Background: an optimization exercise with open tools, aiming at small area, a short achievable clock period and few clock cycles. Do not read the settings as production practice. The RTL was checked by simulation tests, not by an equivalence proof against the original design. Power figures rest on the tool's default switching activity, not on a simulated workload.

$ cat design/flow/design.v
module redes_tx (
    input  wire        clk,
    input  wire        rst,             
    input  wire        cfg_we,
    input  wire [2:0]  cfg_addr,
    input  wire [31:0] cfg_wdata,
    input  wire        start,
    input  wire        start_alg,       
    input  wire [11:0] start_nbytes,    
    output wire        busy,
    input  wire        in_valid,
    output wire        in_ready,
    input  wire [7:0]  in_data,
    output wire        out_valid,
    input  wire        out_ready,
    output wire [7:0]  out_data,
    output wire        out_last
);
    localparam [31:0] POLY_RESET = 32'h04C11DB7;   
    localparam [5:0]  DEG_RESET  = 6'd32;
    localparam [31:0] SEED_ZERO  = 32'h6D2B79F5;   
    localparam [1:0] S_IDLE = 2'd0, S_HDR = 2'd1, S_BODY = 2'd2;
    reg [31:0] poly;         
    reg [5:0]  deg;          
    reg [6:0]  gen [0:3];    
    reg [2:0]  conv_k;       
    reg [16:0] prob;         
    reg [31:0] rng;          
    wire [31:0] poly_mask    = ~(32'hFFFFFFFF >> deg);
    wire [31:0] poly_aligned = poly & poly_mask;
    wire        cfg_gen_ok;
    wire [6:0]  wg0 = cfg_wdata[6:0];
    wire [6:0]  wg1 = cfg_wdata[13:7];
    wire [6:0]  wg2 = cfg_wdata[20:14];
    wire [6:0]  wg3 = cfg_wdata[27:21];
    wire [2:0]  wk  = cfg_wdata[30:28];
    assign cfg_gen_ok = (wk >= 3'd1) && (wk <= 3'd4) &&
                        ((wg0 != 7'd0) ||
                         (wk >= 3'd2 && wg1 != 7'd0) ||
                         (wk >= 3'd3 && wg2 != 7'd0) ||
                         (wk >= 3'd4 && wg3 != 7'd0));
    reg [1:0]  state;
    reg        alg;
    reg [31:0] nlen;         
    reg [1:0]  hcnt;         
    reg [16:0] bits_left;    
    reg [11:0] bytes_left;   
    reg [7:0]  ibuf;         
    reg [3:0]  ibits;        
    reg [1:0]  gsel;         
    reg [31:0] crc;          
    reg [5:0]  sr;           
    reg [7:0]  pk;           
    reg [3:0]  pcnt;         
    wire [14:0] start_bits = {start_nbytes, 3'b000};
    wire [16:0] start_n    = start_alg ? (start_bits * conv_k) : (start_bits + deg);
    wire [6:0] window  = {sr, ibuf[7]};
    wire [6:0] gcur    = gen[gsel];
    wire       conv_bit = ^(window & gcur);
    wire       msg_bit  = ibuf[7];
    wire       have_msg = (ibits != 4'd0);
    wire       fbit     = alg ? conv_bit : (have_msg ? msg_bit : crc[31]);
    wire [31:0] x1 = rng ^ (rng << 13);
    wire [31:0] x2 = x1 ^ (x1 >> 17);
    wire [31:0] x3 = x2 ^ (x2 << 5);
    wire        flip = ({1'b0, x3[31:16]} < prob);
    wire emit    = (state == S_BODY) && ((pcnt == 4'd8) || (pcnt != 4'd0 && bits_left == 17'd0));
    wire load    = (state == S_BODY) && !have_msg && (bytes_left != 12'd0);
    wire produce = (state == S_BODY) && (pcnt != 4'd8) && (bits_left != 17'd0) &&
                   (have_msg || (!alg && bytes_left == 12'd0));
    assign busy      = (state != S_IDLE);
    assign in_ready  = load;
    assign out_valid = (state == S_HDR) || emit;
    assign out_data  = (state == S_HDR) ? nlen[8'd31 - {hcnt, 3'b000} -: 8]
                                         : (pk << (4'd8 - pcnt));
    assign out_last  = (state == S_HDR) ? (hcnt == 2'd3 && nlen == 32'd0)
                                         : (bits_left == 17'd0);
    always @(posedge clk) begin
        if (rst) begin
            poly       <= POLY_RESET;
            deg        <= DEG_RESET;
            gen[0]     <= 7'b111;
            gen[1]     <= 7'b101;
            gen[2]     <= 7'd0;
            gen[3]     <= 7'd0;
            conv_k     <= 3'd2;
            prob       <= 17'd0;
            rng        <= SEED_ZERO;
            state      <= S_IDLE;
            alg        <= 1'b0;
            nlen       <= 32'd0;
            hcnt       <= 2'd0;
            bits_left  <= 17'd0;
            bytes_left <= 12'd0;
            ibuf       <= 8'd0;
            ibits      <= 4'd0;
            gsel       <= 2'd0;
            crc        <= 32'd0;
            sr         <= 6'd0;
            pk         <= 8'd0;
            pcnt       <= 4'd0;
        end else begin
            if (cfg_we) begin
                case (cfg_addr)
                    3'd0: poly <= cfg_wdata;
                    3'd1: if (cfg_wdata <= 32'd32) deg <= cfg_wdata[5:0];
                    3'd2: if (cfg_gen_ok) begin
                              gen[0] <= wg0;
                              gen[1] <= wg1;
                              gen[2] <= wg2;
                              gen[3] <= wg3;
                              conv_k <= wk;
                          end
                    3'd3: if (cfg_wdata <= 32'd65536) prob <= cfg_wdata[16:0];
                    3'd4: rng <= (cfg_wdata == 32'd0) ? SEED_ZERO : cfg_wdata;
                    default: ;
                endcase
            end
            case (state)
                S_IDLE: begin
                    if (start) begin
                        alg        <= start_alg;
                        nlen       <= {15'd0, start_n};
                        bits_left  <= start_n;
                        bytes_left <= start_nbytes;
                        hcnt       <= 2'd0;
                        ibits      <= 4'd0;
                        gsel       <= 2'd0;
                        crc        <= 32'd0;
                        sr         <= 6'd0;
                        pk         <= 8'd0;
                        pcnt       <= 4'd0;
                        state      <= S_HDR;
                    end
                end
                S_HDR: begin
                    if (out_ready) begin
                        hcnt <= hcnt + 2'd1;
                        if (hcnt == 2'd3)
                            state <= (nlen == 32'd0) ? S_IDLE : S_BODY;
                    end
                end
                S_BODY: begin
                    if (emit) begin
                        if (out_ready) begin
                            pcnt <= 4'd0;
                            pk   <= 8'd0;
                            if (bits_left == 17'd0)
                                state <= S_IDLE;
                        end
                    end else if (produce) begin
                        pk        <= {pk[6:0], fbit ^ flip};
                        pcnt      <= pcnt + 4'd1;
                        rng       <= x3;
                        bits_left <= bits_left - 17'd1;
                        if (alg) begin
                            if (gsel == conv_k[1:0] - 2'd1) begin
                                gsel  <= 2'd0;
                                sr    <= {sr[4:0], msg_bit};
                                ibuf  <= {ibuf[6:0], 1'b0};
                                ibits <= ibits - 4'd1;
                            end else begin
                                gsel <= gsel + 2'd1;
                            end
                        end else if (have_msg) begin
                            crc   <= {crc[30:0], 1'b0} ^
                                     ((msg_bit ^ crc[31]) ? poly_aligned : 32'd0);
                            ibuf  <= {ibuf[6:0], 1'b0};
                            ibits <= ibits - 4'd1;
                        end else begin
                            crc <= {crc[30:0], 1'b0};
                        end
                    end
                    if (load && in_valid) begin
                        bytes_left <= bytes_left - 12'd1;
                        ibuf       <= in_data;
                        ibits      <= 4'd8;
                    end
                end
                default: state <= S_IDLE;
            endcase
        end
    end
endmodule
$ cat design/flow/config.mk
export PLATFORM = sky130hd
export DESIGN_NAME = redes_tx
export DESIGN_NICKNAME = redes_tx
export VERILOG_FILES = /design/flow/design.v
export SDC_FILE = /design/flow/constraint.sdc
export NUM_CORES = 4
export LEC_CHECK = 0
export CAP_MARGIN = 20
export CORE_MARGIN = 2
export CORE_UTILIZATION = 40
export PLACE_DENSITY = 0.6
export SLEW_MARGIN = 20
$ cat design/flow/constraint.sdc
create_clock -name core_clock -period 10.0 [get_ports {clk}]
set_input_delay 2.0000 -clock core_clock [delete_from_list [all_inputs] [get_ports {clk}]]
set_output_delay 2.0000 -clock core_clock [all_outputs]
set_load 0.01 [all_outputs]
$ cat design/flow/run.sh
#!/bin/bash
# synth_recipe.tcl (not shown) runs the flow's synth.tcl, then flattens the netlist and writes it again
# the make line also repeats each setting of config.mk as NAME=value (left out here)
make -C /OpenROAD-flow-scripts/flow DESIGN_CONFIG=/design/flow/config.mk WORK_HOME=/design/flow/orfs CLKGATE_MAP_FILE= SYNTH_SCRIPT=/design/flow/synth_recipe.tcl finish
==> notes.md <==
-- power groups by stage --
stage | registers (mW) | logic, mW | clock network (mW)
floorplan | 1.04 | 0.539 | 0
global placement | 1.06 | 0.732 | 0
detailed placement | 1.06 | 0.743 | 0
CTS | 1.04 | 0.746 | 1.12
global route | 1.05 | 0.830 | 1.16
finish | 1.05 | 0.750 | 1.10
-- critical path: stages, from the launching register on --
cell and delay, ns:
dfxtp_1 0.62, clkinv_1 0.36, ha_1 0.32, xor2_1 0.56, mux4_2 0.40, a21oi_1 0.20, o22ai_1 0.12, clkdlybuf4s50_1 0.49
-- layer usage --
metal / vias to the layer above / part of all wire (%)
met3: 86 / 5.7
met2: 359 / 46
li1: 6080 / -
met5: - / 0
met4: 0 / 3.2
met1: 5955 / 45
-- cells in the mapped netlist, types with 11 or more instances --
cell / number / area share, %
a211oi_1: 28 / 1.5
a21o_1: 16 / 0.88
a21oi_1: 122 / 4.5
a22oi_1: 24 / 1.3
a31oi_1: 18 / 0.82
clkbuf_1: 90 / 2.5
dfxtp_1: 233 / 34
fa_1: 12 / 1.8
ha_1: 44 / 4.0
inv_1: 63 / 1.7
mux2i_1: 87 / 6.4
nand2_1: 227 / 6.2
nand2b_1: 17 / 0.78
nand3_1: 83 / 3.0
nand4_1: 14 / 0.64
nor2_1: 182 / 5.0
nor2b_1: 11 / 0.50
nor3_1: 42 / 1.5
nor4_1: 12 / 0.55
o211ai_1: 29 / 1.6
o21ai_0: 56 / 2.1
o221ai_1: 20 / 1.3
o22ai_1: 13 / 0.60
xnor2_1: 77 / 4.9
xor2_1: 40 / 2.6
-- kinds of logic (layout without fill, tap and decap cells) --
family / count (synthesis) / count (layout)
buffers and inverters: 175 / 210
xor gates and xnor gates: 118 / 118
muxes: 95 / 95
DFF: 233 / 233
adders and majority gates: 56 / 56
and+or+nand+nor: 645 / 645
AOI/OAI and AO/OA: 388 / 388
-- flip-flops by register name, indices dropped and copies added (netlist names) --
register,cells
alg,1
bits_left,17
bytes_left,12
conv_k,3
crc,32
deg,6
gen,28
gsel,2
hcnt,2
ibits,4
ibuf,8
nlen,17
pcnt,4
pk,8
poly,32
prob,17
rng,32
sr,6
state,2
-- path summary, 6_finish.rpt --
| check | end | slack [ns] | cells after the start |
|---|---|---|---|
| hold reg to reg | poly[21]$_SDFFE_PP0P_ | 0.46 | 2 |
| setup / recovery | out_data[5] | 4.36 | 7 |
| hold / removal | poly[21]$_SDFFE_PP0P_ | 0.46 | 2 |
| setup reg to reg | crc[29]$_SDFFE_PP0P_ | 6.20 | 11 |
-- cell type report --
cell class	count	area (um^2)
inverter	64	240
timing repair buffer	94	890
clock inverter	14	198
clock buffer	38	800
multi-input combinational	1302	8340
fill	3284	17900
tap	448	561
sequential	233	4660
==> results.toml <==
[timing]
tightest_slew_ns = 1.10
finalHoldViolCount = 0
setup_tns_ns = 0
period_share_pct = 56.4
rsz0062_at_grt = "no"
setup_ws_ns = 4.36
finalCriticalPeriod_ns = 5.64
fmax_ghz = 0.177
timing.hold.ws_ns = 0.455
drv_slew = 0
finClkSkew_ns = 0.0224
setup_violations = 0
slew_headroom_pct = 26.4

[global_route]
antenna_found_initial = 0
busiest_layer = "met2"
grt_max_degree = 103
grt_pass1_vias = 11900
track_usage_pct = 23.3
met1_usage_pct = 32.0
gr-total-overflow = 0
grt_pass1_wl_um = 66800
grt.met3_usage_pct = 3.18
met2_usage_pct = 37.9

[synthesis]
syn_area_um2 = 13700
synth_warnings = 2
synthMuxAreaShare_pct = 7.28
syn_avg_cell_area_um2 = 7.99
ys_async_sr_fraction_pct = 0
synth_top_family_by_area = "simple AND/OR/NAND/NOR gates"
synth_simple_gate_area_share_pct = 21.3
synth-compound-area-share_pct = 18.6
ys_types = 76
synth_nets = 1828
synth_ff_type = "dfxtp_1"
ys_seq_area_share_pct = 34.1
ys_ff_latch = 233
synth_xor_area_share_pct = 7.67
synth_edf_count = 0
synth_fa_ha_area_share_pct = 5.79
postSynthCellCount = 1710

[clocking]
cts_tree = "done"
clk-insertion-delay-late_ns = 0.57
cts_setup_buffers = 0
cts_resized = 0
clockBufferDepth = 3
clock-sinks = 233
cts_hold_buf = 0
ctsRootBufferMaster = "clkbuf_16"
cts_buffers = 29
path_clk_slew_ns = 0.06
htreeDepth = 1

[place]
io_buffer_count = 73
placed_area_um2 = 14700
dp_slack_ns = 4.50
dp_hpwl_um = 28900
dp.cells = 2141
place_congestion = 0.856

[min_path]
hold_path_class = "reg -> reg"
hp-start = "poly[21]$_SDFFE_PP0P_"

[power_and_ir_drop]
power_switching_mw = 0.953
p_int_mw = 1.94
clkPwrFrac_pct = 37.9
power_mw = 2.89
worst_ir_drop_vdd_mv = 0.138
swShare_pct = 32.9
power_frac_seq_pct = 36.1
leakage_nw = 5.66
combPwrFrac_pct = 25.9
powerDensity_nw_per_um2 = 184

[route]
drc = 0
wl_um = 42100
ant_nets = 0
drtIter0Drc = 913
via_per_inst = 5.69
via_count = 12500
routedWlPerCell_um = 19.2
drtPass1Iterations = 5

[layout]
drive_gt1_share_pct = 5.62
finalCoreUtilization_pct = 46.7
fin_area_um2 = 15700
most-common-layout-cells = "233 x dfxtp_1, 227 x nand2_1, 181 x nor2_1"
final_common_cell = "dfxtp_1"
finalNonFillerCells = 2193
finish.net_count = 1842
area_delta_synth_final_pct = 14.8
diodes = 0

[die]
core-area_um2 = 33600
die_w_um = 189
die_y_um = 189
dieArea_um2 = 35600
initial_core_util_pct = 40.6
rows = 67
boundaryPins = 74

[critical_path]
crit_type = "reg -> out"
crit_path_start_kind = "flop"
crit_arrival_ns = 3.64
reg2reg_from = "pcnt[0]$_SDFFE_PP0P_"
worst_ep_required_time_ns = 8.00
cp_max_fo = 12
critPathLaunch = "pcnt[0]$_SDFFE_PP0P_"
end_kind = "output pin"

[run_status]
status = "finished clean"

[job]
maxCapViolations = 0
Testbench counts, summed over its fixed seeds: cycles 96,076.

-- separate check: timing with driven ports --
How much do the figures lean on ideal ports? The routed layout below was timed once more, with nothing changed but the port constraints.
Step 1, drivers: a clkbuf_16 drives clk and a buf_2 each remaining input, both assumed.
Step 2, shift: input delay + t, output delay - t, t = (earliest + latest rising clock arrival at the registers) / 2. This alone moves slack from input paths to output paths.
a / b / c = ideal ports / drivers / drivers and shift; a / b = the first two.
t, ns: 0.617
slack for setup (ns): 4.361 / 4.305 / 4.470
hold slack, ns: 0.455 / 0.455 / 0.455
After both steps this run still meets setup and hold. The setup slack of this run moves by -0.056 ns with the drivers and by +0.109 ns with both steps.
